Background: an optimization exercise with open tools, aiming at a short achievable clock period and few clock cycles per item. Do not read the settings as production practice. In this exercise RTL edits were held to simulation tests only and were not proved equivalent to the original. Power figures rest on the tool's default switching activity, not on a simulated workload.

==> flow/design.v <==
module nezoba_maptab (
    input  wire [3:0] cfg,
    input  wire [3:0] btn,
    input  wire [1:0] slot,    
    output reg  [6:0] word
);
    always @(*) begin
        word = 7'h2B;
        case ({cfg, btn, slot})
            {4'd0, 4'd0,  2'd1}: word = 7'h11;    
            {4'd0, 4'd1,  2'd1}: word = 7'h15;    
            {4'd0, 4'd2,  2'd1}: word = 7'h17;    
            {4'd0, 4'd3,  2'd1}: word = 7'h13;    
            {4'd0, 4'd4,  2'd1}: word = 7'h00;    
            {4'd0, 4'd5,  2'd1}: word = 7'h01;
            {4'd0, 4'd6,  2'd1}: word = 7'h02;
            {4'd0, 4'd7,  2'd1}: word = 7'h03;
            {4'd0, 4'd8,  2'd1}: word = 7'h04;
            {4'd0, 4'd9,  2'd1}: word = 7'h05;
            {4'd0, 4'd10, 2'd1}: word = 7'h06;
            {4'd0, 4'd11, 2'd1}: word = 7'h07;
            {4'd0, 4'd12, 2'd1}: word = 7'h08;
            {4'd0, 4'd13, 2'd1}: word = 7'h09;
            {4'd0, 4'd14, 2'd1}: word = 7'h0A;    
            {4'd1, 4'd8,  2'd1}: word = 7'h40;    
            {4'd1, 4'd9,  2'd1}: word = 7'h01;    
            {4'd1, 4'd9,  2'd2}: word = 7'h02;    
            {4'd1, 4'd9,  2'd3}: word = 7'h43;    
            {4'd2, 4'd0,  2'd1}: word = 7'h13;    
            {4'd2, 4'd1,  2'd1}: word = 7'h13;    
            {4'd2, 4'd2,  2'd1}: word = 7'h13;    
            {4'd2, 4'd3,  2'd1}: word = 7'h17;    
            {4'd2, 4'd4,  2'd1}: word = 7'h12;    
            {4'd2, 4'd5,  2'd1}: word = 7'h16;    
            {4'd2, 4'd6,  2'd1}: word = 7'h11;    
            {4'd2, 4'd6,  2'd2}: word = 7'h11;
            {4'd2, 4'd6,  2'd3}: word = 7'h11;
            {4'd2, 4'd7,  2'd1}: word = 7'h10;    
            {4'd2, 4'd8,  2'd1}: word = 7'h1A;    
            {4'd2, 4'd9,  2'd1}: word = 7'h27;    
            {4'd2, 4'd9,  2'd2}: word = 7'h05;    
            {4'd2, 4'd10, 2'd1}: word = 7'h17;    
            {4'd15, 4'd0, 2'd1}: word = 7'h51;    
            {4'd15, 4'd1, 2'd1}: word = 7'h01;    
            {4'd15, 4'd1, 2'd2}: word = 7'h2C;    
            {4'd15, 4'd1, 2'd3}: word = 7'h02;    
            default: word = 7'h2B;
        endcase
    end
endmodule
module nezoba_debounce #(
    parameter [31:0] DEBOUNCE_TICKS = 32'd5000
) (
    input  wire        clk,
    input  wire        rst,
    input  wire        first,     
    input  wire        nv,        
    input  wire [31:0] now,
    input  wire [31:0] t_now,     
    input  wire        sample,    
    input  wire [7:0]  raw,
    output reg  [7:0]  acc,
    output reg  [7:0]  prev,
    output wire        res_eff,
    output wire        upd        
);
    reg        res;
    reg        same;
    reg        ans;       
    reg        tsu;       
    reg [31:0] ts;
    reg [31:0] tsv;
    reg        tsw;
    wire in_win;
    nezoba_window u_win (
        .clk(clk), .t(now), .lo(ts), .hi(tsv), .wrap(tsw), .in_win(in_win)
    );
    wire el  = !in_win;                  
    wire eq  = (raw == prev);
    assign res_eff = res || (nv && (!el || ans));
    assign upd     = !res && nv && el && ans && same;
    always @(posedge clk) begin
        if (tsu && !same) begin
            ts         <= t_now;
            {tsw, tsv} <= {1'b0, t_now} + {1'b0, DEBOUNCE_TICKS} + 33'd1;
        end
        if (sample)
            same <= eq;
    end
    always @(posedge clk) begin
        if (rst) begin
            acc  <= 8'hFF;
            prev <= 8'hFF;
            res  <= 1'b0;
            ans  <= 1'b0;
            tsu  <= 1'b0;
        end else begin
            tsu <= sample;
            if (first) begin
                res <= (prev == acc);
                ans <= 1'b0;
            end else if (res_eff) begin
                res <= 1'b1;
                if (upd)
                    acc <= prev;
            end
            if (sample) begin
                prev <= raw;
                ans  <= 1'b1;
            end
        end
    end
endmodule
module nezoba_window (
    input  wire        clk,
    input  wire [31:0] t,
    input  wire [31:0] lo,
    input  wire [31:0] hi,
    input  wire        wrap,
    output wire        in_win
);
    reg [7:0] gt_lo, eq_lo, lt_hi, eq_hi;
    reg       wrap_r;
    integer i;
    always @(posedge clk) begin
        for (i = 0; i < 8; i = i + 1) begin
            gt_lo[i] <= (t[4*i +: 4] >  lo[4*i +: 4]);
            eq_lo[i] <= (t[4*i +: 4] == lo[4*i +: 4]);
            lt_hi[i] <= (t[4*i +: 4] <  hi[4*i +: 4]);
            eq_hi[i] <= (t[4*i +: 4] == hi[4*i +: 4]);
        end
        wrap_r <= wrap;
    end
    reg ge, lt;
    always @(*) begin
        ge = 1'b1;
        lt = 1'b0;
        for (i = 0; i < 8; i = i + 1) begin
            ge = gt_lo[i] | (eq_lo[i] & ge);
            lt = lt_hi[i] | (eq_hi[i] & lt);
        end
    end
    assign in_win = wrap_r ? (ge | lt) : (ge & lt);
endmodule
module nezoba_core #(
    parameter integer N_BUTTONS          = 15,
    parameter [31:0]  DEBOUNCE_TICKS     = 32'd5000,
    parameter [31:0]  TURBO_PERIOD_TICKS = 32'd13300,
    parameter [31:0]  CFG_DEBOUNCE_TICKS = 32'd5000,
    parameter integer CFG_MAX_READS      = 0,
    parameter [0:0]   TURBO_PHASE_INIT   = 1'b0
) (
    input  wire        clk,
    input  wire        rst,           
    input  wire [31:0] now,
    output reg  [1:0]  exp_op,
    input  wire [7:0]  exp_data,
    input  wire        exp_done,
    output reg  [2:0]  pin_pullup,
    input  wire [2:0]  cfg_pin,
    output reg  [7:0]  evt,
    output reg         evt_valid,
    output wire        halted,
    output wire [1:0]  fault
);
    localparam [1:0] OP_NONE = 2'd0, OP_INIT = 2'd1, OP_READA = 2'd2, OP_READB = 2'd3;
    localparam [2:0] S_INIT = 3'd0, S_CFG = 3'd1, S_WAIT = 3'd2,
                     S_BEGIN = 3'd4, S_RUN = 3'd5, S_HALT = 3'd6;
    localparam [7:0] EV_BEGIN = 8'h00, EV_RELALL = 8'h20, EV_PRESS = 8'h40,
                     EV_DPAD  = 8'h60, EV_COMMIT = 8'h80, EV_DIAG  = 8'hE3;
    localparam integer NS  = 3 * N_BUTTONS;    
    localparam integer NSA = 24;               
    reg  [2:0]  st;
    reg         halt_r;
    reg  [31:0] now_r;           
    reg         cfg_prev;
    reg         cfg_prev_v;
    reg  [31:0] cfg_t;           
    reg  [31:0] cfg_tv;          
    reg         cfg_tw;          
    reg  [1:0]  cfg_wt;          
    reg  [3:0]  cfg_index;
    reg         turbo_phase;
    reg  [31:0] turbo_ts;
    reg  [31:0] turbo_tv;        
    reg         turbo_tw;        
    reg         turbo_upd;       
    reg         turbo_tvu;       
    reg         relall_pend;     
    reg         c1;              
    reg         c2;              
    reg         nv;              
    reg         b_ans;           
    reg         dpad_done;       
    reg  [NS-1:0] allow;         
    assign halted = halt_r;
    assign fault  = {halt_r, halt_r};
    reg  [3:0]  now_eq;
    integer nb;
    always @(posedge clk) begin
        now_r <= now;
        for (nb = 0; nb < 4; nb = nb + 1)
            now_eq[nb] <= (now[8*nb +: 8] == now_r[8*nb +: 8]);
    end
    wire run      = (st == S_RUN);
    wire sample_a = run && exp_op == OP_READA && exp_done;
    wire sample_b = run && exp_op == OP_READB && exp_done;
    wire [7:0] acc_a, prev_a, acc_b, prev_b;
    wire       rese_a, rese_b, upd_a, upd_b;
    nezoba_debounce #(.DEBOUNCE_TICKS(DEBOUNCE_TICKS)) u_bank_a (
        .clk(clk), .rst(rst), .first(relall_pend), .nv(nv),
        .now(now), .t_now(now_r),
        .sample(sample_a), .raw(exp_data),
        .acc(acc_a), .prev(prev_a), .res_eff(rese_a), .upd(upd_a)
    );
    nezoba_debounce #(.DEBOUNCE_TICKS(DEBOUNCE_TICKS)) u_bank_b (
        .clk(clk), .rst(rst), .first(relall_pend), .nv(nv),
        .now(now), .t_now(now_r),
        .sample(sample_b), .raw(exp_data),
        .acc(acc_b), .prev(prev_b), .res_eff(rese_b), .upd(upd_b)
    );
    wire tb_in;
    nezoba_window u_turbo_win (
        .clk(clk), .t(now), .lo(turbo_ts), .hi(turbo_tv), .wrap(turbo_tw), .in_win(tb_in)
    );
    wire tb_flip = c2 && !tb_in;                        
    wire turbo   = turbo_phase ^ tb_flip;               
    wire cfg_in;
    nezoba_window u_cfg_win (
        .clk(clk), .t(now), .lo(cfg_t), .hi(cfg_tv), .wrap(cfg_tw), .in_win(cfg_in)
    );
    wire [NS-1:0]   isb, tt, ill;
    wire [4*NS-1:0] pkey;
    wire [2*NS-1:0] sdx, sdy;       
    genvar gb, gs;
    generate
        for (gb = 0; gb < N_BUTTONS; gb = gb + 1) begin : g_btn
            for (gs = 1; gs <= 3; gs = gs + 1) begin : g_slot
                localparam integer J = gb*3 + gs-1;
                wire [6:0] w;
                nezoba_maptab u_rom (
                    .cfg(cfg_index), .btn(gb[3:0]), .slot(gs[1:0]), .word(w)
                );
                wire [5:0] k = w[5:0];
                assign isb[J] = (k < 6'd16);
                assign tt[J]  = w[6];
                assign ill[J] = (k >= 6'd44) || (w[6] && k >= 6'd16);
                assign pkey[4*J +: 4] = k[3:0];
                reg [1:0] dx, dy;
                always @(*) begin
                    case (k)
                        6'd17:   begin dx = 2'b00; dy = 2'b01; end    
                        6'd18:   begin dx = 2'b01; dy = 2'b01; end    
                        6'd19:   begin dx = 2'b01; dy = 2'b00; end    
                        6'd20:   begin dx = 2'b01; dy = 2'b11; end    
                        6'd21:   begin dx = 2'b00; dy = 2'b11; end    
                        6'd22:   begin dx = 2'b11; dy = 2'b11; end    
                        6'd23:   begin dx = 2'b11; dy = 2'b00; end    
                        6'd24:   begin dx = 2'b11; dy = 2'b01; end    
                        default: begin dx = 2'b00; dy = 2'b00; end    
                    endcase
                end
                assign sdx[2*J +: 2] = w[6] ? 2'b00 : dx;
                assign sdy[2*J +: 2] = w[6] ? 2'b00 : dy;
            end
        end
    endgenerate
    wire       wa_any [0:3], wa_ill [0:3], wa_wt [0:3];
    wire [3:0] wa_key [0:3];
    wire [NS-1:0] wa_pass [0:3];
    wire       wb_any [0:3], wb_ill [0:3], wb_wt [0:3];
    wire [3:0] wb_key [0:3];
    wire [NS-1:0] wb_pass [0:3];
    wire [3:0] dp [0:3];
    genvar gv;
    generate
        for (gv = 0; gv < 4; gv = gv + 1) begin : g_var
            nezoba_walk #(.NS(NS), .J0(0), .J1(NSA)) u_wa (
                .acc(gv[0] ? prev_a : acc_a), .allow(allow),
                .isb(isb), .tt(tt), .ill(ill), .pkey(pkey),
                .turbo(turbo_phase ^ gv[1]), .nv(nv),
                .any(wa_any[gv]), .illo(wa_ill[gv]), .wt(wa_wt[gv]), .key(wa_key[gv]),
                .pass(wa_pass[gv])
            );
            nezoba_walk #(.NS(NS), .J0(NSA), .J1(NS)) u_wb (
                .acc(gv[0] ? prev_b : acc_b), .allow(allow),
                .isb(isb), .tt(tt), .ill(ill), .pkey(pkey),
                .turbo(turbo_phase ^ gv[1]), .nv(nv),
                .any(wb_any[gv]), .illo(wb_ill[gv]), .wt(wb_wt[gv]), .key(wb_key[gv]),
                .pass(wb_pass[gv])
            );
            nezoba_dpad #(.NS(NS)) u_dp (
                .acc_a(gv[0] ? prev_a : acc_a), .acc_b(gv[1] ? prev_b : acc_b),
                .sdx(sdx), .sdy(sdy), .dlut(dp[gv])
            );
        end
    endgenerate
    wire [1:0] sa = {tb_flip, upd_a};
    wire [1:0] sb = {tb_flip, upd_b};
    wire       any_a = wa_any[sa], ill_a = wa_ill[sa], wt_a = wa_wt[sa];
    wire [3:0] key_a = wa_key[sa];
    wire       any_b = wb_any[sb], ill_b = wb_ill[sb], wt_b = wb_wt[sb];
    wire [3:0] key_b = wb_key[sb];
    wire [NS-1:0] allow_pass_a = wa_pass[sa];
    wire [NS-1:0] allow_pass_b = wb_pass[sb];
    wire [3:0] dlut = dp[{upd_b, upd_a}];
    wire cfg_r = ~exp_data[7];                         
    reg       w_v, w_diag, w_pa, w_pb, w_dpad;
    reg [7:0] w_evt;
    always @(*) begin
        w_v = 1'b0; w_diag = 1'b0; w_pa = 1'b0; w_pb = 1'b0; w_dpad = 1'b0;
        if (rese_a) begin
            if (any_a) begin
                if (ill_a)
                    w_diag = b_ans;
                else
                    w_pa = !wt_a;
            end else if (rese_b) begin
                if (any_b) begin
                    if (ill_b)
                        w_diag = b_ans;
                    else
                        w_pb = !wt_b;
                end else
                    w_dpad = 1'b1;
            end
        end
        w_v   = w_diag || w_pa || w_pb || w_dpad;
        w_evt = w_diag ? EV_DIAG :
                w_dpad ? (EV_DPAD | {4'd0, dlut}) :
                         (EV_PRESS | {4'd0, w_pa ? key_a : key_b});
    end
    wire cm_now  = dpad_done && b_ans;
    wire cm_done = dpad_done && !b_ans && exp_op == OP_READB;
    wire commit  = cm_now || (cm_done && exp_done);
    always @(posedge clk) begin
        if (st == S_CFG && exp_done) begin
            cfg_prev  <= cfg_r;
            cfg_t     <= now;
            cfg_index <= {~cfg_pin[0], ~cfg_pin[1], ~cfg_pin[2], cfg_r};
        end
        if (st == S_CFG)
            {cfg_tw, cfg_tv} <= {1'b0, now_r} + {1'b0, CFG_DEBOUNCE_TICKS};
        else
            {cfg_tw, cfg_tv} <= {1'b0, cfg_t} + {1'b0, CFG_DEBOUNCE_TICKS};
        if (st == S_BEGIN)
            turbo_ts <= now;          
        else if (turbo_upd)
            turbo_ts <= now_r;        
        if (turbo_tvu)
            {turbo_tw, turbo_tv} <= {1'b0, turbo_ts} + {1'b0, TURBO_PERIOD_TICKS};
        if (relall_pend)
            allow <= {NS{1'b1}};
        else if (w_pa)
            allow <= allow_pass_a;
        else if (w_pb)
            allow <= allow_pass_b;
        if (st == S_BEGIN)
            evt <= EV_BEGIN;
        else if (dpad_done)
            evt <= EV_COMMIT;
        else
            evt <= relall_pend ? EV_RELALL : w_evt;
        c1 <= relall_pend;
        c2 <= c1;
        turbo_tvu <= turbo_upd || st == S_BEGIN;
    end
    always @(posedge clk) begin
        if (rst) begin
            st          <= S_INIT;
            exp_op      <= OP_INIT;
            pin_pullup  <= 3'b111;
            halt_r      <= 1'b0;
            cfg_prev_v  <= 1'b0;
            cfg_wt      <= 2'd0;
            turbo_phase <= TURBO_PHASE_INIT;
            turbo_upd   <= 1'b0;
            relall_pend <= 1'b0;
            nv          <= 1'b0;
            b_ans       <= 1'b0;
            dpad_done   <= 1'b0;
            evt_valid   <= 1'b0;
        end else begin
            evt_valid <= 1'b0;
            turbo_upd <= 1'b0;
            case (st)
                S_INIT: begin
                    if (exp_done) begin
                        exp_op <= OP_READB;
                        st     <= S_CFG;
                    end
                end
                S_CFG: begin
                    if (exp_done) begin
                        exp_op     <= OP_NONE;
                        cfg_prev_v <= 1'b1;
                        cfg_wt     <= 2'd2;
                        st         <= (cfg_prev_v && cfg_r == cfg_prev) ? S_BEGIN : S_WAIT;
                    end
                end
                S_WAIT: begin
                    if (cfg_wt == 2'd2 && &now_eq)
                        cfg_wt <= 2'd0;
                    else if (cfg_wt != 2'd0)
                        cfg_wt <= cfg_wt - 2'd1;
                    else if (!cfg_in) begin
                        exp_op <= OP_READB;
                        st     <= S_CFG;
                    end
                end
                S_BEGIN: begin
                    evt_valid   <= 1'b1;        
                    exp_op      <= OP_READA;
                    relall_pend <= 1'b1;
                    st          <= S_RUN;
                end
                S_RUN: begin
                    if (exp_done) begin
                        if (exp_op == OP_READA)
                            exp_op <= OP_READB;
                        else if (exp_op == OP_READB)
                            exp_op <= dpad_done ? OP_READA : OP_NONE;
                    end
                    if (cm_now)
                        exp_op <= OP_READA;
                    if (sample_b)
                        b_ans <= 1'b1;
                    if (relall_pend) begin
                        nv    <= 1'b0;
                        b_ans <= 1'b0;
                    end
                    if (c1)
                        nv <= 1'b1;
                    if (tb_flip) begin
                        turbo_phase <= ~turbo_phase;
                        turbo_upd   <= 1'b1;
                    end
                    relall_pend <= commit;
                    if (relall_pend)
                        evt_valid <= 1'b1;
                    else if (dpad_done) begin
                        evt_valid <= commit;
                        dpad_done <= !commit;
                    end else begin
                        evt_valid <= w_v;
                        dpad_done <= w_dpad;
                        if (w_diag) begin
                            halt_r <= 1'b1;
                            exp_op <= OP_NONE;
                            st     <= S_HALT;
                        end
                    end
                end
                default: ;    
            endcase
        end
    end
endmodule
module nezoba_walk #(
    parameter integer NS = 45,
    parameter integer J0 = 0,
    parameter integer J1 = 24
) (
    input  wire [7:0]      acc,
    input  wire [NS-1:0]   allow,
    input  wire [NS-1:0]   isb,
    input  wire [NS-1:0]   tt,
    input  wire [NS-1:0]   ill,
    input  wire [4*NS-1:0] pkey,
    input  wire            turbo,
    input  wire            nv,
    output wire            any,
    output reg             illo,
    output reg             wt,
    output reg  [3:0]      key,
    output wire [NS-1:0]   pass
);
    wire [NS-1:0] act;
    wire [NS:0]   below;           
    assign below[J0] = 1'b0;
    genvar gj;
    generate
        for (gj = 0; gj < NS; gj = gj + 1) begin : g_j
            if (gj >= J0 && gj < J1) begin : g_in
                wire p = !acc[gj/3 - J0/3];
                assign act[gj] = allow[gj] && p &&
                                 ((isb[gj] && (!tt[gj] || !nv || turbo)) || ill[gj]);
                assign below[gj+1] = below[gj] || act[gj];
                assign pass[gj] = allow[gj] && below[gj];
            end else begin : g_out
                assign act[gj]  = 1'b0;
                assign pass[gj] = allow[gj];
            end
        end
    endgenerate
    assign any = below[J1];
    integer j;
    always @(*) begin
        key = 4'd0; illo = 1'b0; wt = 1'b0;
        for (j = J1-1; j >= J0; j = j - 1)
            if (act[j]) begin
                key  = pkey[4*j +: 4];
                illo = ill[j];
                wt   = tt[j] && !nv;
            end
    end
endmodule
module nezoba_dpad #(
    parameter integer NS = 45
) (
    input  wire [7:0]      acc_a,
    input  wire [7:0]      acc_b,
    input  wire [2*NS-1:0] sdx,
    input  wire [2*NS-1:0] sdy,
    output reg  [3:0]      dlut
);
    wire [15:0] accepted = {acc_b, acc_a};
    reg [NS:0] px, mx, py, my;
    reg        p;
    integer j;
    always @(*) begin
        px = {{NS{1'b0}}, 1'b1};
        mx = {{NS{1'b0}}, 1'b1};
        py = {{NS{1'b0}}, 1'b1};
        my = {{NS{1'b0}}, 1'b1};
        for (j = 0; j < NS; j = j + 1) begin
            p  = !accepted[j/3];
            px = px | ({px[NS-1:0], 1'b0} & {(NS+1){p && sdx[2*j +: 2] == 2'b01}});
            mx = mx | ({mx[NS-1:0], 1'b0} & {(NS+1){p && sdx[2*j +: 2] == 2'b11}});
            py = py | ({py[NS-1:0], 1'b0} & {(NS+1){p && sdy[2*j +: 2] == 2'b01}});
            my = my | ({my[NS-1:0], 1'b0} & {(NS+1){p && sdy[2*j +: 2] == 2'b11}});
        end
    end
    wire xp = |(px[NS:1] & ~mx[NS:1]);
    wire xm = |(mx[NS:1] & ~px[NS:1]);
    wire yp = |(py[NS:1] & ~my[NS:1]);
    wire ym = |(my[NS:1] & ~py[NS:1]);
    always @(*) begin
        case ({xp, xm, yp, ym})
            4'b0010: dlut = 4'd1;    
            4'b1010: dlut = 4'd2;    
            4'b1000: dlut = 4'd3;    
            4'b1001: dlut = 4'd4;    
            4'b0001: dlut = 4'd5;    
            4'b0101: dlut = 4'd6;    
            4'b0100: dlut = 4'd7;    
            4'b0110: dlut = 4'd8;    
            default: dlut = 4'd0;    
        endcase
    end
endmodule
==> flow/flow/run.sh <==
#!/bin/bash
set -euo pipefail
bash standard.sh SETUP_SLACK_MARGIN=7.8 MATCH_CELL_FOOTPRINT=0 \
    "BUFFER_PORTS_ARGS=-buffer_cell sky130_fd_sc_hd__buf_4" finish > standard_make.log 2>&1
==> flow/standard.sh <==
#!/bin/bash
# synth_recipe.tcl (not shown) runs the flow's synth.tcl, then flattens the netlist and writes it again
# the make line also repeats each setting of config.mk as NAME=value (left out here)
make -C /OpenROAD-flow-scripts/flow DESIGN_CONFIG=/design/flow/config.mk WORK_HOME=/design/flow/orfs CLKGATE_MAP_FILE= SYNTH_SCRIPT=/design/flow/synth_recipe.tcl "${@:-finish}"
==> flow/config.mk <==
export PLATFORM = sky130hd
export DESIGN_NAME = nezoba_core
export DESIGN_NICKNAME = nezoba_core
export VERILOG_FILES = /design/flow/design.v
export SDC_FILE = /design/flow/constraint.sdc
export NUM_CORES = 4
export LEC_CHECK = 0
export CAP_MARGIN = 20
export CORE_MARGIN = 2
export CORE_UTILIZATION = 40
export PLACE_DENSITY = 0.6
export SLEW_MARGIN = 20
==> flow/constraint.sdc <==
create_clock -name core_clock -period 11.0 [get_ports {clk}]
set_input_delay 2.2000 -clock core_clock [delete_from_list [all_inputs] [get_ports {clk}]]
set_output_delay 2.2000 -clock core_clock [all_outputs]
set_load 0.01 [all_outputs]
==> results of run 1 <==
[worst register-to-register path: cells and delay by family, from the launching register on]
kind                       cells  cell delay (ps)
AOI/OAI and AO/OA              6             1830
adders and majority gates      1              390
DFF                            1              300
muxes                          1              270
and+or+nand+nor                1              340
[cell usage in the layout, fill, tap and decap left out, types with 17 or more instances in the layout]
master	count
and4_1	51
o22ai_1	22
and3_1	17
buf_4	85
nor2_1	179
nand4_1	26
o211ai_1	27
xnor2_1	131
nor2b_1	57
a21oi_1	138
nand2_1	143
o21a_1	18
ha_1	273
edfxtp_1	233
mux2_2	30
dfxtp_1	258
inv_1	279
nand3_1	76
nand2b_1	70
nor3_1	39
xor2_1	37
clkbuf_16	57
mux2i_1	17
a21o_1	21
o21ai_0	120
[logic make-up (layout without fill, tap and decap cells)]
group                    after synthesis  count (layout)  synth area share
AO/OA/AOI/OAI                        484             484             0.116
XOR/XNOR                             173             173            0.0570
adder cells (fa/ha/maj)              279             279             0.130
buffers and inverters                366             485            0.0536
flip-flops                           511             511             0.470
multiplexers                          48              48            0.0195
other                                  2               4          0.000281
AND/OR/NAND/NOR                      764             765             0.153
[stage by stage]
stage               area (um2)  total power [W]   util  instances  worst slack (ps)
floorplan                26700          0.00242      -       2629              7820
global placement         28000          0.00256  0.424       3474              7200
detailed placement       28000          0.00258  0.424       3474              7170
CTS                      30200          0.00451  0.458       3592              7650
global route             30500          0.00466  0.463       3613              7650
finish                   30500          0.00449  0.463       3613              7690
[flip-flops by register name, indices dropped and copies added (netlist names), 17 cells and up]
register / cells
cfg_tv: 32
u_bank_b.ts: 32
u_bank_b.tsv: 32
turbo_tv: 32
u_bank_a.tsv: 32
allow: 17
now_r: 32
turbo_ts: 32
u_bank_a.ts: 32
cfg_t: 32
[final cells by class]
class / instances / area [um2] / area share
sequential: 511 / 12600 / 0.413
clock buffer: 82 / 1630 / 0.0534
tap: 864 / 1080 / 0.0354
timing repair buffer: 99 / 805 / 0.0263
clock inverter: 24 / 289 / 0.00946
inverter: 280 / 1050 / 0.0344
multi-input combinational: 1753 / 13100 / 0.428
[what timing repair did]
item | in CTS | in global routing
buffers inserted | 12 | 20
gates cloned | 0 | 1
pin swaps | 6 | 12
setup endpoints to repair | 81 | 72
resized for setup | 67 | 32
[routing by layer]
metal  global-route usage  up-vias  wire [um]
li1                     -     9452          -
met1                0.266     9586      32400
met2                0.349      445      33800
met3               0.0228      130       2640
met4               0.0618        0       2110
met5                    0        -          0
[power by group]
group / internal (W) / switching, W / total (W)
sequential: 0.00208 / 0.0000829 / 0.00216
combinational: 0.000166 / 0.000227 / 0.000394
clock: 0.00113 / 0.000799 / 0.00193
[worst paths after layout]
path | depth (start not counted) | end | startpoint | slack (ps)
max reg2reg | 9 | evt[0] | u_bank_b.u_win.gt_lo[0] | 7800
min reg2reg | 0 | u_cfg_win.wrap_r | cfg_tw | 340
min | 0 | u_cfg_win.wrap_r | cfg_tw | 340
max | 1 | halted | halt_r | 7690
==> run_results.csv, run 1 <==
group,metric,value,unit
setup_path,path_buf_inv,1,
routing,drt_iter0_markers,1397,
routing,avgViaCountPerCell,5.43,
routing,dr.pass1.iters,5,
setup_path,endpoint_kind,"output pin",
die,num_rows,94,
sta,grt_setup_unrepaired,"true",
logic_synthesis,yosysMostFrequentCell,"inv_1",
clock_network,clk_pin_slew,60,ps
routing,drc,0,
logic_synthesis,synth_area,26700,um2
sta,fin_skew,22.3,ps
sta,setup_violations,0,
sta,timing.final.crit_share,0.301,
placed_design,gp_congestion,0.906,
sta,finalSetupTns,0,ps
setup_path,path_cells,"buf_6",
sta,min_period,3310,ps
die,pin_count,63,
logic_synthesis,synth_edf_count,233,
logic_synthesis,synth_top_area_frac,0.262,
grt,grt_pass1_wl,110000,um
logic_synthesis,yosysWarnings,7,
grt,antenna_found_initial,0,
die,die_area,68800,um2
layout,final_nets,3021,
clock_network,cts-hold-fix-buffers,0,
clock_network,cts_tree,"yes",
clock_network,clk_latency,620,ps
logic_synthesis,synthCells,2627,
layout,syn_to_final_growth,14.4,%
run_status,status,"complete, no violations",
setup_path,cp_top_family,"flip-flops",
clock_network,root_buffer,"clkbuf_16",
setup_path,crit_required,8800,ps
routing,vias,19600,
grt,gr-total-overflow,0,
worst_hold_path,hold_path_class,"reg -> reg",
grt,grt_util_all_layers,0.202,
die,core_area,66000,um2
die,die_x,262,um
grt,first_global_vias,19700,
logic_synthesis,synth_area_per_cell,10.2,um2
clock_network,numCtsBuffers,56,
sta,slew_viol_final,0,
grt,grt_max_degree,66,
die,start_util,0.405,
sta,tightest_slew,1090,ps
routing,wl,71000,um
sta,hold_viol_final,0,
setup_path,worst_path_max_delay_cell,"dfxtp_4",
die,die_y,262,um
logic_synthesis,yosysUniqueCellTypes,95,
pwr,power_density,147,nW/um2
setup_path,worst-setup-path-type,"reg -> out",
logic_synthesis,ys_seq_elements,511,
setup_path,startpoint_type,"flip-flop",
placed_design,io_buffer_count,58,
clock_network,cts-htree-levels,2,
setup_path,slowest_delay,390,ps
routing,ant_nets,0,
clock_network,cts.sinks,511,
clock_network,clk_path_buf_depth,3,
sta,finalHoldWorstSlack,335,ps
run,drv_cap,0,
placed_design,place_hpwl,51100,um
routing,wl_per_cell,19.7,um
setup_path,crit_fanout,4,
logic_synthesis,synth_area_leaders,"edfxtp_1 26%, dfxtp_1 21%, ha_1 13%, xnor2_1 4.4%, inv_1 3.9%",
pwr,peakVddDrop,0.000143,V
sta,max_freq,302,MHz
logic_synthesis,async_flop_share,0,
logic_synthesis,ys_top_cells_by_count,"279 x inv_1, 278 x dfxtp_1, 274 x ha_1, 233 x edfxtp_1, 184 x nor2_1",
logic_synthesis,synth_top_cell_by_area,"edfxtp_1",
layout,drive_gt1_frac,0.116,
logic_synthesis,synthFlopType,"dfxtp_1",
logic_synthesis,synth-seq-area-share,0.470,
pwr,p_leak,12.6,nW
sta,slew_headroom,0.273,
layout,num-fill-cells,6029,
layout,num_antenna_cells,0,
setup_path,crit_arrival,1110,ps
Testbench counts, summed over its fixed seeds: cycles 3,172, iterations 480.
==> inputs of run 2 (changes only) <==
--- a/flow/design.v
+++ b/flow/design.v
@@ -63,9 +63,10 @@
     output reg  [7:0]  prev,
     output wire        res_eff,
-    output wire        upd        
+    output wire        upd,       
+    output reg         res,
+    output reg         ans,
+    output reg         same,
+    output wire        el
 );
-    reg        res;
-    reg        same;
-    reg        ans;       
     reg        tsu;       
     reg [31:0] ts;
@@ -76,5 +77,5 @@
         .clk(clk), .t(now), .lo(ts), .hi(tsv), .wrap(tsw), .in_win(in_win)
     );
-    wire el  = !in_win;                  
+    assign el = !in_win;                 
     wire eq  = (raw == prev);
     assign res_eff = res || (nv && (!el || ans));
@@ -196,11 +197,5 @@
     assign halted = halt_r;
     assign fault  = {halt_r, halt_r};
-    reg  [3:0]  now_eq;
-    integer nb;
-    always @(posedge clk) begin
-        now_r <= now;
-        for (nb = 0; nb < 4; nb = nb + 1)
-            now_eq[nb] <= (now[8*nb +: 8] == now_r[8*nb +: 8]);
-    end
+    always @(posedge clk) now_r <= now;
     wire run      = (st == S_RUN);
     wire sample_a = run && exp_op == OP_READA && exp_done;
@@ -208,9 +203,11 @@
     wire [7:0] acc_a, prev_a, acc_b, prev_b;
     wire       rese_a, rese_b, upd_a, upd_b;
+    wire       res_a, ans_a, same_a, el_a, res_b, ans_b, same_b, el_b;
     nezoba_debounce #(.DEBOUNCE_TICKS(DEBOUNCE_TICKS)) u_bank_a (
         .clk(clk), .rst(rst), .first(relall_pend), .nv(nv),
         .now(now), .t_now(now_r),
         .sample(sample_a), .raw(exp_data),
-        .acc(acc_a), .prev(prev_a), .res_eff(rese_a), .upd(upd_a)
+        .acc(acc_a), .prev(prev_a), .res_eff(rese_a), .upd(upd_a),
+        .res(res_a), .ans(ans_a), .same(same_a), .el(el_a)
     );
     nezoba_debounce #(.DEBOUNCE_TICKS(DEBOUNCE_TICKS)) u_bank_b (
@@ -218,5 +215,6 @@
         .now(now), .t_now(now_r),
         .sample(sample_b), .raw(exp_data),
-        .acc(acc_b), .prev(prev_b), .res_eff(rese_b), .upd(upd_b)
+        .acc(acc_b), .prev(prev_b), .res_eff(rese_b), .upd(upd_b),
+        .res(res_b), .ans(ans_b), .same(same_b), .el(el_b)
     );
     wire tb_in;
@@ -296,39 +294,58 @@
         end
     endgenerate
-    wire [1:0] sa = {tb_flip, upd_a};
-    wire [1:0] sb = {tb_flip, upd_b};
-    wire       any_a = wa_any[sa], ill_a = wa_ill[sa], wt_a = wa_wt[sa];
-    wire [3:0] key_a = wa_key[sa];
-    wire       any_b = wb_any[sb], ill_b = wb_ill[sb], wt_b = wb_wt[sb];
-    wire [3:0] key_b = wb_key[sb];
-    wire [NS-1:0] allow_pass_a = wa_pass[sa];
-    wire [NS-1:0] allow_pass_b = wb_pass[sb];
-    wire [3:0] dlut = dp[{upd_b, upd_a}];
-    wire cfg_r = ~exp_data[7];                         
-    reg       w_v, w_diag, w_pa, w_pb, w_dpad;
-    reg [7:0] w_evt;
-    always @(*) begin
-        w_v = 1'b0; w_diag = 1'b0; w_pa = 1'b0; w_pb = 1'b0; w_dpad = 1'b0;
-        if (rese_a) begin
-            if (any_a) begin
-                if (ill_a)
-                    w_diag = b_ans;
-                else
-                    w_pa = !wt_a;
-            end else if (rese_b) begin
-                if (any_b) begin
-                    if (ill_b)
-                        w_diag = b_ans;
-                    else
-                        w_pb = !wt_b;
-                end else
-                    w_dpad = 1'b1;
+    wire [7:0]    c_evt   [0:7];
+    wire [7:0]    c_flags [0:7];
+    wire [NS-1:0] c_allow [0:7];
+    genvar ge;
+    generate
+        for (ge = 0; ge < 8; ge = ge + 1) begin : g_case
+            localparam EA = ge % 2, EB = (ge / 2) % 2, ET = ge / 4;
+            wire ra = res_a || (nv && (!EA || ans_a));
+            wire ua = EA && !res_a && nv && ans_a && same_a;
+            wire rb = res_b || (nv && (!EB || ans_b));
+            wire ub = EB && !res_b && nv && ans_b && same_b;
+            wire tf = c2 && !ET;
+            wire [1:0] sa = {tf, ua};
+            wire [1:0] sb = {tf, ub};
+            wire       any_a = wa_any[sa], ill_a = wa_ill[sa], wt_a = wa_wt[sa];
+            wire [3:0] key_a = wa_key[sa];
+            wire       any_b = wb_any[sb], ill_b = wb_ill[sb], wt_b = wb_wt[sb];
+            wire [3:0] key_b = wb_key[sb];
+            wire [3:0] dl    = dp[{ub, ua}];
+            reg        v, dg, pa, pb, dd;
+            always @(*) begin
+                dg = 1'b0; pa = 1'b0; pb = 1'b0; dd = 1'b0;
+                if (ra) begin
+                    if (any_a) begin
+                        if (ill_a)
+                            dg = b_ans;
+                        else
+                            pa = !wt_a;
+                    end else if (rb) begin
+                        if (any_b) begin
+                            if (ill_b)
+                                dg = b_ans;
+                            else
+                                pb = !wt_b;
+                        end else
+                            dd = 1'b1;
+                    end
+                end
+                v = dg || pa || pb || dd;
             end
+            assign c_flags[ge] = {3'd0, v, dg, pa, pb, dd};
+            assign c_evt[ge]   = dg ? EV_DIAG :
+                                 dd ? (EV_DPAD | {4'd0, dl}) :
+                                      (EV_PRESS | {4'd0, pa ? key_a : key_b});
+            assign c_allow[ge] = pa ? wa_pass[sa] : pb ? wb_pass[sb] : allow;
         end
-        w_v   = w_diag || w_pa || w_pb || w_dpad;
-        w_evt = w_diag ? EV_DIAG :
-                w_dpad ? (EV_DPAD | {4'd0, dlut}) :
-                         (EV_PRESS | {4'd0, w_pa ? key_a : key_b});
-    end
+    endgenerate
+    wire cfg_r = ~exp_data[7];                         
+    wire [2:0]    ci      = {tb_in, el_b, el_a};
+    wire [7:0]    w_evt   = c_evt[ci];
+    wire [NS-1:0] w_allow = c_allow[ci];
+    wire          w_v     = c_flags[ci][4];
+    wire          w_diag  = c_flags[ci][3];
+    wire          w_dpad  = c_flags[ci][0];
     wire cm_now  = dpad_done && b_ans;
     wire cm_done = dpad_done && !b_ans && exp_op == OP_READB;
@@ -340,8 +357,5 @@
             cfg_index <= {~cfg_pin[0], ~cfg_pin[1], ~cfg_pin[2], cfg_r};
         end
-        if (st == S_CFG)
-            {cfg_tw, cfg_tv} <= {1'b0, now_r} + {1'b0, CFG_DEBOUNCE_TICKS};
-        else
-            {cfg_tw, cfg_tv} <= {1'b0, cfg_t} + {1'b0, CFG_DEBOUNCE_TICKS};
+        {cfg_tw, cfg_tv} <= {1'b0, cfg_t} + {1'b0, CFG_DEBOUNCE_TICKS};
         if (st == S_BEGIN)
             turbo_ts <= now;          
@@ -352,8 +366,6 @@
         if (relall_pend)
             allow <= {NS{1'b1}};
-        else if (w_pa)
-            allow <= allow_pass_a;
-        else if (w_pb)
-            allow <= allow_pass_b;
+        else if (!dpad_done)
+            allow <= w_allow;
         if (st == S_BEGIN)
             evt <= EV_BEGIN;
@@ -400,7 +412,5 @@
                 end
                 S_WAIT: begin
-                    if (cfg_wt == 2'd2 && &now_eq)
-                        cfg_wt <= 2'd0;
-                    else if (cfg_wt != 2'd0)
+                    if (cfg_wt != 2'd0)
                         cfg_wt <= cfg_wt - 2'd1;
                     else if (!cfg_in) begin
--- a/flow/config.mk
+++ b/flow/config.mk
@@ -8,5 +8,5 @@
 export CAP_MARGIN = 20
 export CORE_MARGIN = 2
-export CORE_UTILIZATION = 40
-export PLACE_DENSITY = 0.6
+export CORE_UTILIZATION = 70
+export PLACE_DENSITY = 0.8
 export SLEW_MARGIN = 20
==> run 2 against run 1 <==
Effect of this change:
- via count up 20%
- combinational power up 4%
- area after synthesis up 2.5%
- still clean on timing, DRC and antenna
- largest cell class unchanged
==> run_results.csv, run 2 <==
group,metric,value,unit
run_status,status,"complete, no violations",
logic_synthesis,synthFlopType,"dfxtp_1",
clock_network,cts.sinks,507,
die,start_util,0.708,
logic_synthesis,synth_top_cell_by_area,"edfxtp_1",
logic_synthesis,synth_area_leaders,"edfxtp_1 26%, dfxtp_1 20%, ha_1 12%, inv_1 3.6%, nor2_1 2.8%",
routing,wl_per_cell,26.2,um
setup_path,crit_start,"u_bank_a.u_win.eq_lo[2]",
clock_network,clk_path_buf_depth,3,
clock_network,cts-htree-levels,2,
logic_synthesis,synth_area,27400,um2
setup_path,worst-setup-path-type,"reg -> reg",
layout,num-fill-cells,2065,
placed_design,place_hpwl,58800,um
grt,first_global_vias,23600,
sta,hold_viol_final,0,
sta,timing.final.crit_share,0.303,
logic_synthesis,yosysMostFrequentCell,"dfxtp_1",
logic_synthesis,async_flop_share,0,
setup_path,cp_top_family,"compound AO/OA/AOI/OAI gates",
layout,final_nets,3173,
sta,min_period,3340,ps
pwr,p_leak,12.7,nW
logic_synthesis,synth-seq-area-share,0.456,
worst_hold_path,hold_path_class,"reg -> reg",
die,die_y,202,um
sta,max_freq,300,MHz
clock_network,numCtsBuffers,48,
setup_path,slowest_delay,510,ps
setup_path,r2r-start,"u_bank_a.u_win.eq_lo[2]",
sta,slew_headroom,0.239,
grt,gr-total-overflow,0,
logic_synthesis,synth_edf_count,233,
sta,grt_setup_unrepaired,"true",
routing,ant_nets,0,
setup_path,path_cells,"o211ai_1 > a21oi_1 > o21ai_0 > o211ai_1 > buf_4 > nand3_1 > a211oi_2 > nor4_4 > and2_4 > a41oi_1",
die,die_x,202,um
layout,final_common_cell,"ha_1",
layout,instances_no_fill,3414,
logic_synthesis,yosysUniqueCellTypes,87,
routing,drt_iter0_markers,2953,
placed_design,gp_congestion,0.970,
logic_synthesis,synth_area_per_cell,9.97,um2
sta,setup_violations,0,
sta,finalSetupTns,0,ps
grt,grt_util_all_layers,0.429,
grt,grt_max_degree,55,
layout,drive_gt1_frac,0.148,
pwr,power_density,135,nW/um2
routing,wl,89600,um
clock_network,cts-hold-fix-buffers,0,
pwr,peakVddDrop,0.000205,V
layout,multi_input_area,14200,um2
setup_path,crit_fanout,14,
grt,antenna_found_initial,0,
routing,drc,0,
setup_path,crit_required,11500,ps
placed_design,dp.cells,3245,
die,pin_count,63,
die,die_area,40700,um2
clock_network,cts_tree,"yes",
setup_path,r2r_slack,7660,ps
logic_synthesis,ys_top_cells_by_count,"274 x dfxtp_1, 270 x ha_1, 265 x inv_1, 233 x edfxtp_1, 204 x nor2_1",
setup_path,path_depth,10,
setup_path,startpoint_type,"flip-flop",
setup_path,crit_top_cell,"o211ai_1",
placed_design,io_buffer_count,58,
setup_path,endpoint_kind,"flip-flop",
sta,tightest_slew,1140,ps
layout,final_cell_mix,"269 x ha_1, 264 x inv_1, 255 x dfxtp_1",
layout,regArea,12500,um2
clock_network,clk_pin_slew,60,ps
die,num_rows,72,
layout,num_antenna_cells,0,
run,drv_cap,0,
setup_path,crit_arrival,3840,ps
sta,fin_skew,35.9,ps
logic_synthesis,yosysWarnings,7,
setup_path,endpoint,"allow[27]",
die,core_area,38600,um2
sta,slew_viol_final,0,
setup_path,path_buf_inv,1,
clock_network,clk_latency,610,ps
routing,avgViaCountPerCell,6.89,
setup_path,r2r_end,"allow[27]",
setup_path,worst_path_max_delay_cell,"a21oi_1",
routing,dr.pass1.iters,6,
routing,vias,23500,
logic_synthesis,synth_top_area_frac,0.256,
logic_synthesis,synthCells,2745,
clock_network,root_buffer,"clkbuf_16",
layout,syn_to_final_growth,14.0,%
grt,grt_pass1_wl,134000,um
logic_synthesis,ys_seq_elements,507,
setup_path,reg2reg_depth,10,
-- run 2: cell count changes after synthesis, moves of 9 or more --
cell	previous run	this run
nor3_1	45	62
inv_1	279	265
mux2i_1	17	38
nor4_1	7	16
nor2b_1	59	68
nor2_1	184	204
o22ai_1	23	36
a211oi_1	16	35
xnor2_1	134	79
o21ai_0	122	131
-- run 2: worst min-delay path by stage --
stage | start | endpoint | slack (ps) | cells after the start
floorplan | cfg_tw | u_cfg_win.wrap_r | 310 | 0
global placement | cfg_tw | u_cfg_win.wrap_r | 310 | 0
detailed placement | cfg_tw | u_cfg_win.wrap_r | 310 | 0
CTS | cfg_tw | u_cfg_win.wrap_r | 330 | 0
global route | cfg_tw | u_cfg_win.wrap_r | 330 | 0
finish | cfg_tw | u_cfg_win.wrap_r | 330 | 0
-- run 2: power breakdown --
| part | total, W | switching, W | leakage [nW] | internal (W) |
|---|---|---|---|---|
| combinational | 0.000410 | 0.000251 | 7.58 | 0.000159 |
| clock | 0.00169 | 0.000759 | 0.778 | 0.000932 |
| sequential | 0.00211 | 0.0000678 | 4.37 | 0.00204 |
| total | 0.00421 | 0.00108 | 12.7 | 0.00313 |
-- run 2: cell type report --
class,instances,area share
Clock inverter,29,0.00923
Tap cell,518,0.0208
Sequential cell,507,0.401
Multi-Input combinational cell,1878,0.454
Timing Repair Buffer,156,0.0412
Clock buffer,60,0.0412
Inverter,266,0.0321
-- run 2: worst register-to-register path, cell delays in order, from the launching register on --
cell and delay [ps]:
dfxtp_1 440, o211ai_1 250, a21oi_1 510, o21ai_0 270, o211ai_1 160, buf_4 320, nand3_1 330, a211oi_2 460
nor4_4 100, and2_4 220, a41oi_1 180
-- run 2: per-layer routing --
metal,vias up,track usage,wire [um]
met5,-,0,0
li1,10100,-,-
met4,0,0.275,6660
met3,461,0.0734,9220
met2,1700,0.723,42400
met1,11200,0.509,31300
-- run 2: cells by family (layout without fill, tap and decap cells) --
group           Yosys count  in the layout  share of synthesized area
simple gates            820            821                      0.157
compound gates          587            587                      0.144
flops                   507            507                      0.456
buf+inv                 363            511                     0.0519
fa+ha+maj               275            275                      0.125
xor+xnor                120            120                     0.0384
mux                      71             71                     0.0275
other cells               2              4                   0.000274
-- run 2: per-stage QoR --
| stage | area [um2] | worst slack [ps] | util | hold WS [ps] | total power, W |
|---|---|---|---|---|---|
| after floorplan | 27400 | 7810 | - | 310 | 0.00234 |
| after global placement | 28200 | 6550 | 0.730 | 311 | 0.00246 |
| after detailed placement | 28200 | 6470 | 0.730 | 313 | 0.00249 |
| after CTS | 30700 | 7720 | 0.794 | 327 | 0.00417 |
| after global routing | 31200 | 7620 | 0.807 | 334 | 0.00430 |
| final | 31200 | 7660 | 0.807 | 327 | 0.00421 |
-- run 2: what timing repair did --
item | 4_1_cts | 5_1_grt
endpoints found under the setup margin | 51 | 58
setup buffers | 50 | 29
pin swaps | 26 | 17
gates resized for setup | 116 | 69
cloned | 1 | 0
Testbench counts of run 2, summed over its fixed seeds: cycles 3,187, iterations 480.
==> inputs of run 3 (changes only) <==
--- a/flow/config.mk
+++ b/flow/config.mk
@@ -8,5 +8,5 @@
 export CAP_MARGIN = 20
 export CORE_MARGIN = 2
-export CORE_UTILIZATION = 70
-export PLACE_DENSITY = 0.8
+export CORE_UTILIZATION = 40
+export PLACE_DENSITY = 0.6
 export SLEW_MARGIN = 20
==> run 3 against run 2 <==
Effect of this change:
- still clean on timing, DRC and antenna
- die area increased by 73%
- utilization down 33 points
- first-iteration DRC count shrank 53%
- critical endpoint is now fault[0]
- largest power group unchanged
==> run_results.csv, run 3 <==
group,metric,value,unit
run_status,status,"complete, no violations",
pwr,power.total,0.00445,W
setup_path,slowest_delay,360,ps
setup_path,endpoint,"fault[0]",
die,die_y,266,um
routing,drt_iter0_markers,1384,
logic_synthesis,async_flop_share,0,
layout,syn_to_final_growth,17.5,%
grt,first_global_vias,21600,
sta,timing.final.crit_share,0.299,
logic_synthesis,synth-seq-area-share,0.456,
routing,avgViaCountPerCell,5.61,
die,die_area,70500,um2
sta,hold_viol_final,0,
routing,vias,21200,
die,core_area,67400,um2
logic_synthesis,synthCells,2745,
grt,met2_usage,0.392,
clock_network,numCtsBuffers,56,
die,pin_count,63,
sta,max_freq,304,MHz
logic_synthesis,yosysMostFrequentCell,"dfxtp_1",
die,die_x,266,um
logic_synthesis,ys_top_cells_by_count,"274 x dfxtp_1, 270 x ha_1, 265 x inv_1, 233 x edfxtp_1, 204 x nor2_1",
sta,fin_ws,7710,ps
setup_path,path_cells,"buf_6",
layout,final_common_cell,"ha_1",
setup_path,path_buf_inv,1,
sta,grt_setup_unrepaired,"true",
setup_path,r2r_end,"allow[42]",
die,start_util,0.406,
setup_path,r2r_slack,7750,ps
logic_synthesis,synth_top_cell_by_area,"edfxtp_1",
grt,gr-total-overflow,0,
setup_path,cp_top_family,"flip-flops",
pwr,power_density,138,nW/um2
clock_network,cts-htree-levels,2,
placed_design,place_hpwl,58200,um
logic_synthesis,synth_area_leaders,"edfxtp_1 26%, dfxtp_1 20%, ha_1 12%, inv_1 3.6%, nor2_1 2.8%",
pwr,peakVddDrop,0.000114,V
setup_path,r2r-start,"cfg_index[3]",
setup_path,startpoint_type,"flip-flop",
setup_path,worst-setup-path-type,"reg -> out",
sta,fin_skew,15.7,ps
logic_synthesis,synth_edf_count,233,
clock_network,root_buffer,"clkbuf_16",
layout,final_nets,3178,
grt,grt_use_met3,0.0305,
setup_path,crit_start,"halt_r",
routing,drc,0,
grt,grtUsageMet1,0.273,
clock_network,clk_path_buf_depth,3,
sta,min_period,3290,ps
layout,num_antenna_cells,0,
grt,grt_pass1_wl,123000,um
logic_synthesis,synth_top_area_frac,0.256,
placed_design,gp_congestion,0.933,
grt,antenna_found_initial,0,
grt,grt_max_degree,56,
clock_network,clk_latency,610,ps
clock_network,cts_tree,"yes",
routing,wl,79400,um
layout,drive_gt1_frac,0.155,
setup_path,crit_required,8800,ps
clock_network,clk_pin_slew,60,ps
setup_path,path_depth,1,
logic_synthesis,synth_area_per_cell,9.97,um2
setup_path,endpoint_kind,"output pin",
setup_path,reg2reg_depth,10,
setup_path,crit_arrival,1090,ps
clock_network,cts.sinks,507,
placed_design,io_buffer_count,58,
placed_design,pre_cts_ws,6330,ps
grt,grt_util_all_layers,0.223,
logic_synthesis,synth_area,27400,um2
grt,grt.busiest_layer,"met2",
sta,finalSetupTns,0,ps
sta,tightest_slew,930,ps
sta,slew_viol_final,0,
die,num_rows,95,
sta,slew_headroom,0.380,
layout,final_cell_mix,"268 x ha_1, 264 x inv_1, 252 x dfxtp_1",
logic_synthesis,yosysWarnings,7,
logic_synthesis,yosysUniqueCellTypes,87,
routing,dr.pass1.iters,5,
routing,wl_per_cell,21.0,um
layout,num-fill-cells,6136,
run,drv_cap,0,
pwr,p_leak,12.9,nW
sta,setup_violations,0,
logic_synthesis,synthFlopType,"dfxtp_1",
worst_hold_path,hold_path_class,"reg -> reg",
logic_synthesis,ys_seq_elements,507,
routing,ant_nets,0,
setup_path,crit_fanout,4,
setup_path,worst_path_max_delay_cell,"dfxtp_4",
[run 3: cell counts after synthesis]
Identical to the previous run, type by type.
[run 3: final cells by class]
| class | count | area, um2 | share of cell area |
|---|---|---|---|
| flip-flops and latches | 507 | 12500 | 0.389 |
| multi-input cells | 1879 | 14300 | 0.445 |
| clock inverters | 34 | 383 | 0.0119 |
| clock buffers | 72 | 1590 | 0.0493 |
| repair buffers | 152 | 1260 | 0.0393 |
| well taps | 873 | 1090 | 0.0340 |
| inverters | 266 | 1000 | 0.0312 |
[run 3: power by group]
| part | switching, W | leakage, nW | total (W) | internal (W) |
|---|---|---|---|---|
| clock network | 0.000807 | 0.953 | 0.00197 | 0.00117 |
| logic | 0.000221 | 7.57 | 0.000373 | 0.000152 |
| registers | 0.0000609 | 4.37 | 0.00210 | 0.00204 |
| total | 0.00109 | 12.9 | 0.00445 | 0.00336 |
[run 3: worst min path at each step]
stage,startpoint,endpoint,depth (start not counted)
2_1_floorplan,cfg_tw,u_cfg_win.wrap_r,0
3_3_place_gp,cfg_tw,u_cfg_win.wrap_r,0
3_5_place_dp,cfg_tw,u_cfg_win.wrap_r,0
4_1_cts,cfg_tw,u_cfg_win.wrap_r,0
5_1_grt,cfg_tw,u_cfg_win.wrap_r,0
6_report,cfg_tw,u_cfg_win.wrap_r,0
[run 3: metal layers]
layer	routed length (um)	vias up
met2	38900	524
met5	0	-
met3	3390	187
met1	33500	10300
li1	-	10200
met4	3580	0
[run 3: cell families (layout without fill, tap and decap cells)]
logic type               Yosys count  in the layout  share of synthesized area
AO/OA/AOI/OAI                    587            587                      0.144
XOR/XNOR                         120            120                     0.0384
adder cells (fa/ha/maj)          275            275                      0.125
buffers and inverters            363            524                     0.0519
flip-flops                       507            507                      0.456
multiplexers                      71             71                     0.0275
other                              2              4                   0.000274
AND/OR/NAND/NOR                  820            822                      0.157
[run 3: what timing repair did]
action                                  in CTS  in global routing
endpoints found under the hold margin        0                  0
endpoints found under the setup margin      51                 57
pin swaps                                   22                 23
hold buffers                                 0                  0
setup buffers                               54                 20
resized for setup                          120                 90
cloned                                       1                  1
[run 3: through the flow]
step | std cells | area [um2] | util | hold WS [ps]
floorplan | 2747 | 27400 | - | 310
global placement | 3601 | 28700 | 0.425 | 314
detailed placement | 3601 | 28700 | 0.425 | 318
CTS | 3762 | 31600 | 0.468 | 332
global route | 3783 | 32100 | 0.477 | 355
finish | 3783 | 32100 | 0.477 | 329
==> inputs of run 4 (changes only) <==
--- a/flow/design.v
+++ b/flow/design.v
@@ -197,5 +197,11 @@
     assign halted = halt_r;
     assign fault  = {halt_r, halt_r};
-    always @(posedge clk) now_r <= now;
+    reg  [3:0]  now_eq;
+    integer nb;
+    always @(posedge clk) begin
+        now_r <= now;
+        for (nb = 0; nb < 4; nb = nb + 1)
+            now_eq[nb] <= (now[8*nb +: 8] == now_r[8*nb +: 8]);
+    end
     wire run      = (st == S_RUN);
     wire sample_a = run && exp_op == OP_READA && exp_done;
@@ -357,5 +363,8 @@
             cfg_index <= {~cfg_pin[0], ~cfg_pin[1], ~cfg_pin[2], cfg_r};
         end
-        {cfg_tw, cfg_tv} <= {1'b0, cfg_t} + {1'b0, CFG_DEBOUNCE_TICKS};
+        if (st == S_CFG)
+            {cfg_tw, cfg_tv} <= {1'b0, now_r} + {1'b0, CFG_DEBOUNCE_TICKS};
+        else
+            {cfg_tw, cfg_tv} <= {1'b0, cfg_t} + {1'b0, CFG_DEBOUNCE_TICKS};
         if (st == S_BEGIN)
             turbo_ts <= now;          
@@ -412,5 +421,7 @@
                 end
                 S_WAIT: begin
-                    if (cfg_wt != 2'd0)
+                    if (cfg_wt == 2'd2 && &now_eq)
+                        cfg_wt <= 2'd0;
+                    else if (cfg_wt != 2'd0)
                         cfg_wt <= cfg_wt - 2'd1;
                     else if (!cfg_in) begin
==> run 4 against run 3 <==
Effect of this change:
- global-route usage increased by 0.83 points
- non-clock buffer count rose by 20
- final area up 4.4%
- routed wire length rose by 7.9%
- sequential share of layout area decreased by 1.4 points
- critical path depth grew 13
- total power rose by 1.1%
- sequential power barely moved
- worst setup slack got worse by 240 ps
- critical path type is now reg -> reg
==> run_results.csv, run 4 <==
group,metric,value,unit
sta,timing.final.crit_share,0.321,
pwr,peakVddDrop,0.000126,V
clock_network,clk_latency,640,ps
routing,ant_nets,0,
clock_network,cts.sinks,511,
grt,antenna_found_initial,2,
grt,first_global_vias,23100,
clock_network,cts-htree-levels,2,
setup_path,endpoint_kind,"flip-flop",
grt,gr-total-overflow,0,
sta,hold_viol_final,0,
routing,avgViaCountPerCell,5.55,
grt,grt_util_all_layers,0.232,
layout,syn_to_final_growth,18.1,%
logic_synthesis,synth_top_cell_by_area,"edfxtp_1",
layout,fin_area,33600,um2
logic_synthesis,synth_edf_count,233,
grt,grt_max_degree,65,
logic_synthesis,yosysWarnings,7,
run_status,status,"complete, no violations",
run,drv_cap,0,
logic_synthesis,synth-xor-area-share,0.0542,
placed_design,io_buffer_count,58,
die,start_util,0.405,
die,die_y,271,um
die,die_area,73200,um2
placed_design,place_area,29700,um2
logic_synthesis,synthSimpleGateAreaFrac,0.172,
clock_network,cts_tree,"yes",
sta,setup_violations,0,
layout,final_common_cell,"ha_1",
logic_synthesis,synth_top_family_by_area,"simple AND/OR/NAND/NOR gates",
placed_design,dp.cells,3864,
grt,grt_pass1_wl,133000,um
logic_synthesis,yosysUniqueCellTypes,94,
setup_path,worst-setup-path-type,"reg -> reg",
worst_hold_path,hold_path_class,"reg -> reg",
worst_hold_path,hold_start,"cfg_tw",
clock_network,clk_path_buf_depth,3,
die,pin_count,63,
sta,max_freq,283,MHz
logic_synthesis,ys_top_cells_by_count,"278 x dfxtp_1, 273 x ha_1, 266 x inv_1, 233 x edfxtp_1, 230 x nor2_1",
setup_path,crit_start,"cfg_index[1]",
placed_design,place_hpwl,63100,um
sta,grt_setup_unrepaired,"true",
placed_design,gp_congestion,0.925,
logic_synthesis,yosysMostFrequentCell,"dfxtp_1",
routing,dr.pass1.iters,5,
pwr,p_leak,13.4,nW
logic_synthesis,synthFlopType,"dfxtp_1",
sta,fin_skew,42.0,ps
sta,tightest_slew,1070,ps
die,core_area,70100,um2
setup_path,crit_required,11530,ps
routing,wl,85700,um
layout,final_nets,3398,
logic_synthesis,muxShareOfSynthArea,0.0215,
logic_synthesis,synthAdderAreaFrac,0.123,
logic_synthesis,synth_top_area_frac,0.246,
routing,drt_iter0_markers,1556,
setup_path,crit_arrival,4060,ps
routing,vias,22600,
sta,finalSetupTns,0,ps
logic_synthesis,synth_area_leaders,"edfxtp_1 25%, dfxtp_1 20%, ha_1 12%, xnor2_1 3.8%, inv_1 3.5%",
logic_synthesis,synthCells,2953,
die,die_x,271,um
logic_synthesis,synth-compound-area-share,0.133,
layout,instances_no_fill,4069,
clock_network,numCtsBuffers,58,
logic_synthesis,synth-seq-area-share,0.442,
setup_path,r2r-start,"cfg_index[1]",
layout,final_cell_mix,"272 x ha_1, 266 x inv_1, 253 x dfxtp_1",
pwr,power.total,0.00450,W
sta,slew_viol_final,0,
layout,drive_gt1_frac,0.155,
clock_network,clk_pin_slew,60,ps
logic_synthesis,async_flop_share,0,
setup_path,crit_fanout,7,
routing,wl_per_cell,21.1,um
sta,slew_headroom,0.286,
sta,min_period,3530,ps
routing,drc,0,
logic_synthesis,synth_area,28400,um2
logic_synthesis,synth_area_per_cell,9.63,um2
die,num_rows,97,
pwr,power_density,134,nW/um2
clock_network,root_buffer,"clkbuf_16",
logic_synthesis,ys_seq_elements,511,
setup_path,startpoint_type,"flip-flop",
-- run 4: per-stage QoR --
step | setup slack (ps) | utilization | hold WS [ps]
global route | 7400 | 0.478 | 358
detailed placement | 6360 | 0.424 | 312
CTS | 7520 | 0.469 | 343
finish | 7470 | 0.478 | 341
floorplan | 7760 | - | 310
global placement | 6370 | 0.424 | 327
-- run 4: cell type report --
cell class                 count  area (um2)
timing repair buffer         172        1440
inverter                     269        1010
multi-input combinational   2067       15400
tap                          940        1180
fill                        6601       36600
clock inverter                28         263
sequential                   511       12600
antenna                        1        2.50
clock buffer                  81        1640
-- run 4: final timing paths --
| check | slack (ps) | cells after the start | to |
|---|---|---|---|
| hold reg to reg | 340 | 0 | u_cfg_win.wrap_r |
| setup / recovery | 7470 | 14 | allow[42] |
| setup reg to reg | 7470 | 14 | allow[42] |
| hold / removal | 340 | 0 | u_cfg_win.wrap_r |
-- run 4: worst max-delay path, stage by stage, from the launching register on --
cell      delay, ps
edfxtp_1        430
buf_12          170
or4b_4          640
or2_2           400
o32ai_4         350
buf_4           180
a21oi_2          40
nand2_1         140
a32oi_1         120
o21ai_1         250
a211oi_4         90
buf_6           160
buf_6           120
and3_4          150
a211o_1         220
-- run 4: kinds of logic (layout without fill, tap and decap cells) --
family | count (synthesis) | count (layout)
XOR/XNOR | 176 | 176
multiplexers | 57 | 57
other | 2 | 5
AND/OR/NAND/NOR | 950 | 951
buffers and inverters | 378 | 550
AO/OA/AOI/OAI | 598 | 598
adder cells (fa/ha/maj) | 281 | 281
flip-flops | 511 | 511
-- run 4: per-layer routing --
| layer | part of all wire | vias up | GRT usage | wire (um) |
|---|---|---|---|---|
| met4 | 0.039 | 0 | 0.0970 | 3310 |
| met3 | 0.041 | 170 | 0.0258 | 3520 |
| met5 | 0 | - | 0 | 0 |
| li1 | - | 10800 | - | - |
| met2 | 0.51 | 599 | 0.416 | 43300 |
| met1 | 0.41 | 11000 | 0.280 | 35500 |
-- run 4: what timing repair did --
item,in CTS,in global routing
gates cloned,3,0
pin swaps,33,46
hold endpoints to repair,0,0
gates resized for setup,173,79
setup buffers,57,35
endpoints found under the setup margin,108,69
hold buffers,0,0
-- run 4: report_power, final --
group	leakage (nW)	internal, W	switching, W
logic	8.11	0.000190	0.000268
registers	4.41	0.00206	0.0000604
clock network	0.933	0.00112	0.000807
Testbench counts of run 4, summed over its fixed seeds: cycles 3,172, iterations 480.
==> inputs of run 5 (changes only) <==
--- a/flow/design.v
+++ b/flow/design.v
@@ -350,8 +350,9 @@
     wire [2:0]    ci      = {tb_in, el_b, el_a};
     wire [7:0]    w_evt   = c_evt[ci];
-    wire [NS-1:0] w_allow = c_allow[ci];
-    wire          w_v     = c_flags[ci][4];
-    wire          w_diag  = c_flags[ci][3];
-    wire          w_dpad  = c_flags[ci][0];
+    wire          b_go    = b_ans || sample_b;
+    wire [NS-1:0] w_allow = b_go ? c_allow[ci] : allow;
+    wire          w_v     = b_go && c_flags[ci][4];
+    wire          w_diag  = b_go && c_flags[ci][3];
+    wire          w_dpad  = b_go && c_flags[ci][0];
     wire cm_now  = dpad_done && b_ans;
     wire cm_done = dpad_done && !b_ans && exp_op == OP_READB;
==> run 5 against run 4 <==
Effect of this change:
- sequential power barely moved
- total power fell by 0.88%
- utilization up 0.63 points
- via count is 2.2% higher
==> run_results.csv, run 5 <==
group,metric,value,unit
run_status,status,"complete, no violations",
setup_path,endpoint,"evt[0]",
pwr,power.total,0.00446,W
die,core_area,70300,um2
layout,instances_no_fill,4101,
routing,wl_per_cell,21.7,um
sta,fin_skew,43.5,ps
die,die_area,73500,um2
logic_synthesis,yosysWarnings,7,
sta,grt_setup_unrepaired,"true",
pwr,seqPwrFrac,0.475,
setup_path,worst_path_max_delay_cell,"or4_4",
layout,num_antenna_cells,0,
sta,slew_viol_final,0,
logic_synthesis,ys_top_cells_by_count,"278 x dfxtp_1, 274 x ha_1, 271 x inv_1, 233 x edfxtp_1, 227 x nand2_1",
routing,drt_iter0_markers,1433,
sta,timing.final.crit_share,0.308,
grt,grt_util_all_layers,0.237,
logic_synthesis,synth_top_cell_by_area,"edfxtp_1",
pwr,p_leak,13.6,nW
setup_path,path_buf_inv,3,
logic_synthesis,synth_area_leaders,"edfxtp_1 25%, dfxtp_1 20%, ha_1 12%, xnor2_1 4.0%, inv_1 3.6%",
setup_path,r2r_slack,7610,ps
routing,vias,23100,
layout,num-fill-cells,6488,
setup_path,worst-setup-path-type,"reg -> reg",
grt,antenna_found_initial,1,
grt,first_global_vias,23100,
logic_synthesis,ys_seq_elements,511,
run,drv_cap,0,
logic_synthesis,synth_area,28500,um2
routing,ant_nets,0,
setup_path,r2r-start,"cfg_index[1]",
sta,slew_headroom,0.288,
logic_synthesis,synthCells,2974,
setup_path,crit_arrival,3910,ps
grt,grt_max_degree,63,
clock_network,root_buffer,"clkbuf_16",
die,die_x,271,um
pwr,power.internal,0.00332,W
setup_path,path_cells,"buf_12 > or4_4 > buf_6 > o32ai_4 > a2111oi_4 > a211oi_2 > or4_4 > buf_6 > nand2_1 > o221ai_2 > o21ai_1 > or4_1 > o211a_1",
layout,final_nets,3433,
layout,final_cell_mix,"273 x ha_1, 270 x inv_1, 247 x dfxtp_1",
setup_path,crit_fanout,6,
layout,drive_gt1_frac,0.167,
pwr,power_density,131,nW/um2
placed_design,io_buffer_count,58,
layout,final_common_cell,"ha_1",
placed_design,place_hpwl,64300,um
pwr,pwr-share-comb,0.100,
clock_network,cts_tree,"yes",
placed_design,place_area,30000,um2
layout,fin_area,34100,um2
pwr,peakVddDrop,0.000120,V
sta,max_freq,295,MHz
routing,wl,89000,um
logic_synthesis,synth_edf_count,233,
grt,gr-total-overflow,0,
die,num_rows,97,
pwr,p_sw_frac,0.255,
pwr,clkPwrFrac,0.425,
sta,tightest_slew,1070,ps
setup_path,crit_start,"cfg_index[1]",
clock_network,clk_path_buf_depth,3,
clock_network,numCtsBuffers,57,
sta,hold_viol_final,0,
die,start_util,0.406,
setup_path,endpoint_kind,"flip-flop",
logic_synthesis,synth-seq-area-share,0.440,
logic_synthesis,yosysMostFrequentCell,"dfxtp_1",
sta,min_period,3390,ps
logic_synthesis,synth_top_area_frac,0.245,
die,die_y,271,um
setup_path,startpoint_type,"flip-flop",
die,pin_count,63,
logic_synthesis,synth_area_per_cell,9.59,um2
setup_path,crit_required,11520,ps
setup_path,slowest_delay,600,ps
sta,setup_violations,0,
clock_network,cts-htree-levels,2,
placed_design,dp.cells,3893,
clock_network,cts.sinks,511,
setup_path,r2r_end,"evt[0]",
sta,finalSetupTns,0,ps
placed_design,gp_congestion,0.925,
layout,syn_to_final_growth,19.4,%
clock_network,clk_pin_slew,60,ps
routing,avgViaCountPerCell,5.63,
routing,drc,0,
logic_synthesis,synthFlopType,"dfxtp_1",
layout,final_util,0.485,
setup_path,path_depth,13,
setup_path,cp_top_family,"simple AND/OR/NAND/NOR gates",
setup_path,reg2reg_depth,13,
pwr,p_sw,0.00114,W
grt,grt_pass1_wl,135000,um
clock_network,clk_latency,650,ps
routing,dr.pass1.iters,5,
logic_synthesis,async_flop_share,0,
logic_synthesis,yosysUniqueCellTypes,101,
worst_hold_path,hold_path_class,"reg -> reg",
run 5: cell count changes after synthesis, moves of 8 or more:
cell | previous run | this run
nand3_1 | 105 | 94
o211ai_1 | 22 | 34
nand2_1 | 207 | 227
o21ai_0 | 158 | 182
a31oi_1 | 20 | 28
a21oi_1 | 178 | 143
buf_1 | 12 | 3
run 5: per-layer routing:
metal / part of all wire / global-route usage / up-vias
met5: 0 / 0 / -
met4: 0.036 / 0.0820 / 0
met3: 0.047 / 0.0285 / 202
met2: 0.49 / 0.410 / 677
met1: 0.43 / 0.305 / 11300
li1: - / - / 10900
run 5: timing repair:
action                     in CTS  in global routing
pin swaps                      34                 66
hold buffers                    0                  0
setup buffers                  56                 41
setup endpoints to repair      89                 57
gates resized for setup       206                114
hold endpoints to repair        0                  0
gates cloned                    3                  1
run 5: how the worst min path moves through the flow:
stage | slack, ps | cells past startpoint | from | end
after global placement | 320 | 0 | cfg_tw | u_cfg_win.wrap_r
final | 330 | 0 | u_bank_b.tsw | u_bank_b.u_win.wrap_r
after CTS | 340 | 0 | u_bank_b.tsw | u_bank_b.u_win.wrap_r
after detailed placement | 330 | 0 | cfg_tw | u_cfg_win.wrap_r
after floorplan | 310 | 0 | cfg_tw | u_cfg_win.wrap_r
after global routing | 350 | 0 | cfg_tw | u_cfg_win.wrap_r
run 5: kinds of logic (layout without fill, tap and decap cells):
| family | Yosys count | count (layout) | synth area share |
|---|---|---|---|
| DFF | 511 | 511 | 0.440 |
| adders and majority gates | 285 | 285 | 0.124 |
| muxes | 50 | 50 | 0.0191 |
| and+or+nand+nor | 960 | 960 | 0.174 |
| xor gates and xnor gates | 177 | 177 | 0.0546 |
| AOI/OAI and AO/OA | 612 | 612 | 0.136 |
| buffers and inverters | 377 | 562 | 0.0515 |
| other | 2 | 4 | 0.000263 |
run 5: power by group through the flow:
stage / registers [W] / logic (W) / clock network [W]
2_1_floorplan: 0.00213 / 0.000262 / 0
3_3_place_gp: 0.00216 / 0.000381 / 0
3_5_place_dp: 0.00216 / 0.000398 / 0
4_1_cts: 0.00212 / 0.000429 / 0.00194
5_1_grt: 0.00213 / 0.000497 / 0.00202
6_report: 0.00212 / 0.000448 / 0.00190
run 5: metrics by stage:
step                      hold slack [ps]  worst slack [ps]
after floorplan                       310              7430
after global placement                318              6240
after detailed placement              329              6360
after CTS                             342              7620
after global routing                  349              7590
final                                 334              7610
run 5: layout make-up:
type | instances | area, um2 | area share
clock buffer | 83 | 1590 | 0.0468
clock inverter | 24 | 277 | 0.00812
inverter | 274 | 1040 | 0.0306
multi-input combinational | 2088 | 15800 | 0.464
sequential | 511 | 12600 | 0.371
tap | 940 | 1180 | 0.0345
timing repair buffer | 181 | 1550 | 0.0455
Testbench counts of run 5, summed over its fixed seeds: cycles 3,855, iterations 480.

afterwards: timing with drivers on the ports:
No port has a modelled driver above. Below, the same layouts with a new extraction and two added sets of constraints. Step 1 sets driving cells, clkbuf_16 on the clock port and buf_2 on the other inputs (assumed; they add their load-dependent delay and slew). Step 2, shift: input delay + t, output delay - t, t = (earliest + latest rising clock arrival at the registers) / 2. This alone moves slack from input paths to output paths. a / b / c = ideal / step 1 / step 2; a / b = the first two.
run	shift t [ns]	slack for setup (ns)	worst slew at a driven data input, ns
run 1	0.669	7.694 / 7.632 / 7.248	0.13
run 2	0.653	7.662 / 7.661 / 7.237	0.06
run 3	0.669	7.714 / 7.652 / 7.459	0.06
run 4	0.683	7.471 / 7.471 / 7.288	0.05
run 5	0.690	7.612 / 7.600 / 7.168	0.05
After both steps every run listed still meets setup and hold. The setup slack of run 1, which loses most, moves by -0.062 ns with the drivers and by -0.446 ns with both steps.
